From an optimization exercise on the open Yosys and OpenROAD flow, aimed at small area, a short achievable clock period and few clock cycles; shortcuts taken in it are not production practice.
In this exercise RTL edits were held to simulation tests only and were not proved equivalent to the original.
Power is estimated from default activity; no workload was simulated.

## vgc_topo
module vgc_topo (
    input  wire        clk,
    input  wire        rst,
    input  wire        cfg_we,
    input  wire [7:0]  cfg_addr,
    input  wire [31:0] cfg_wdata,
    input  wire        cmd_valid,
    output wire        cmd_ready,
    input  wire [31:0] cmd,
    output wire        rsp_valid,
    input  wire        rsp_ready,
    output wire [63:0] rsp
);
export LEC_CHECK = 0
export CAP_MARGIN = 20
export CORE_MARGIN = 2
export CORE_UTILIZATION = 70
export PLACE_DENSITY = 0.8
export SLEW_MARGIN = 20
create_clock -name core_clock -period 10.0 [get_ports {clk}]
standard.sh (not shown) runs the stock make flow with config.mk's settings and CLKGATE_MAP_FILE= SYNTH_SCRIPT=/design/flow/synth_recipe.tcl, a recipe that flattens the netlist after the stock synthesis.
==> flow/flow/run.sh <==
#!/bin/bash
# The standard layout (the standard.sh: unchanged synthesis and steps)
# with three knobs changed:
#  - repair_timing is asked for a larger setup margin, so the resizer keeps
#    working below the 10 ns clock;
#  - ports are buffered with a plain buffer (buf_4) instead of the delay
#    buffer buffer_ports picks by default;
#  - sizing may swap cells across footprints.
set -euo pipefail
bash standard.sh SETUP_SLACK_MARGIN=6.6 MATCH_CELL_FOOTPRINT=0 \
    "BUFFER_PORTS_ARGS=-buffer_cell sky130_fd_sc_hd__buf_4" finish > standard.log 2>&1
Testbench counts at the start, summed over its fixed seeds: cycles 14,592.
Edit:
--- a/flow/design.v
+++ b/flow/design.v
@@ -58,50 +58,48 @@
     reg [15:0] d_ggpio    [0:31];
     reg        lc;             
     reg [15:0] err_count;
     reg        err_code;       
     reg [15:0] err_pin;
     reg        w_v;
     reg [7:0]  w_a;
     reg [31:0] w_d;
-    reg        d_rst;
     always @(posedge clk) begin
-        w_v   <= cfg_we & ~rst;
-        w_a   <= cfg_addr;
-        w_d   <= cfg_wdata;
-        d_rst <= rst;
+        w_v <= cfg_we & ~rst;
+        w_a <= cfg_addr;
+        w_d <= cfg_wdata;
     end
     wire        wr    = w_v & ~lc;
-    wire [31:0] wdat  = d_rst ? 32'd0 : w_d;
-    wire [16:0] w_end = d_rst ? 17'd0 : {1'b0, w_d[15:0]} + {1'b0, w_d[31:16]};
-    wire [5:0]  wsat  = d_rst ? 6'd0 : ((w_d[23:16] > 8'd32) ? 6'd33 : w_d[21:16]);
+    wire [31:0] wdat  = rst ? 32'd0 : w_d;
+    wire [16:0] w_end = rst ? 17'd0 : {1'b0, w_d[15:0]} + {1'b0, w_d[31:16]};
+    wire [5:0]  wsat  = rst ? 6'd0 : ((w_d[23:16] > 8'd32) ? 6'd33 : w_d[21:16]);
     always @(posedge clk) begin
         for (i = 0; i < 4; i = i + 1) begin
-            if (d_rst || (wr && w_a[7:6] == i && w_a[5:0] == 6'h00)) begin
+            if (rst || (wr && w_a[7:6] == i && w_a[5:0] == 6'h00)) begin
                 d_present[i]  <= wdat[0];
                 d_explicit[i] <= wdat[1];
                 d_deb[i]      <= wdat[2];
                 d_ngrp[i]     <= wdat[11:8];
                 d_gpp[i]      <= wsat;
                 d_barno[i]    <= wdat[31:24];
             end
-            if (d_rst || (wr && w_a[7:6] == i && w_a[5:0] == 6'h01)) begin
+            if (rst || (wr && w_a[7:6] == i && w_a[5:0] == 6'h01)) begin
                 d_pin_base[i] <= wdat[15:0];
                 d_end[i]      <= w_end;
             end
-            if (d_rst || (wr && w_a[7:6] == i && w_a[5:0] == 6'h02))
+            if (rst || (wr && w_a[7:6] == i && w_a[5:0] == 6'h02))
                 d_padregs[i]  <= wdat;
         end
         for (i = 0; i < 32; i = i + 1) begin
-            if (d_rst || (wr && w_a[7:6] == i / 8 && w_a[5:3] == 3'b010 && w_a[2:0] == i % 8)) begin
+            if (rst || (wr && w_a[7:6] == i / 8 && w_a[5:3] == 3'b010 && w_a[2:0] == i % 8)) begin
                 d_gbase[i] <= wdat[15:0];
                 d_gsize[i] <= wsat;
             end
-            if (d_rst || (wr && w_a[7:6] == i / 8 && w_a[5:3] == 3'b100 && w_a[2:0] == i % 8))
+            if (rst || (wr && w_a[7:6] == i / 8 && w_a[5:3] == 3'b100 && w_a[2:0] == i % 8))
                 d_ggpio[i] <= wdat[15:0];
         end
     end
     wire [3:0] act;
     assign act[0] = d_present[0];
     assign act[1] = act[0] & d_present[1];
     assign act[2] = act[1] & d_present[2];
     assign act[3] = act[2] & d_present[3];
Result:
- power decreases by about 3%
- setup slack loses 0.0060 ns
- utilization increases by 0.47 points
- global-route usage increases by 0.16 points
- via count hardly moves
- clock-buffer cell count stays the same
- wire length increases by 0.36%
- register-to-register slack is about the same
- sequential share of layout area decreases by 0.32 points
- flip-flop and latch count decreases by 1
- non-clock buffer count decreases by 8
Testbench counts after the change, summed over its fixed seeds: cycles 14,592.

-- re-timing with driven ports --
Ports are ideal in the flow. The routed layouts listed here were re-timed in OpenROAD.
Step 1 assumes that a clkbuf_16 drives the clock port and a buf_2 every other input.
Step 2 moves the port delays by t, midway between the first and last clock arrival at a register: inputs arrive t later, outputs are due t later. That takes back most of the time a late clock gives input paths.
Three values: no drivers, after step 1, after step 2; two values: the first two.
run	t, ns	setup WS [ns]	latest minus earliest clock arrival (ns)	worst register clock-pin slew, ns
the first run	0.919	6.262 / 6.262 / 5.799	0.032 / 0.033	0.07 / 0.07
the second run	0.905	6.256 / 6.256 / 5.605	0.048 / 0.047	0.07 / 0.07
After both steps every run listed still meets setup and hold. For the second run, which loses most, drivers alone change the setup slack by 0.000 ns; drivers and shift together by -0.651 ns.
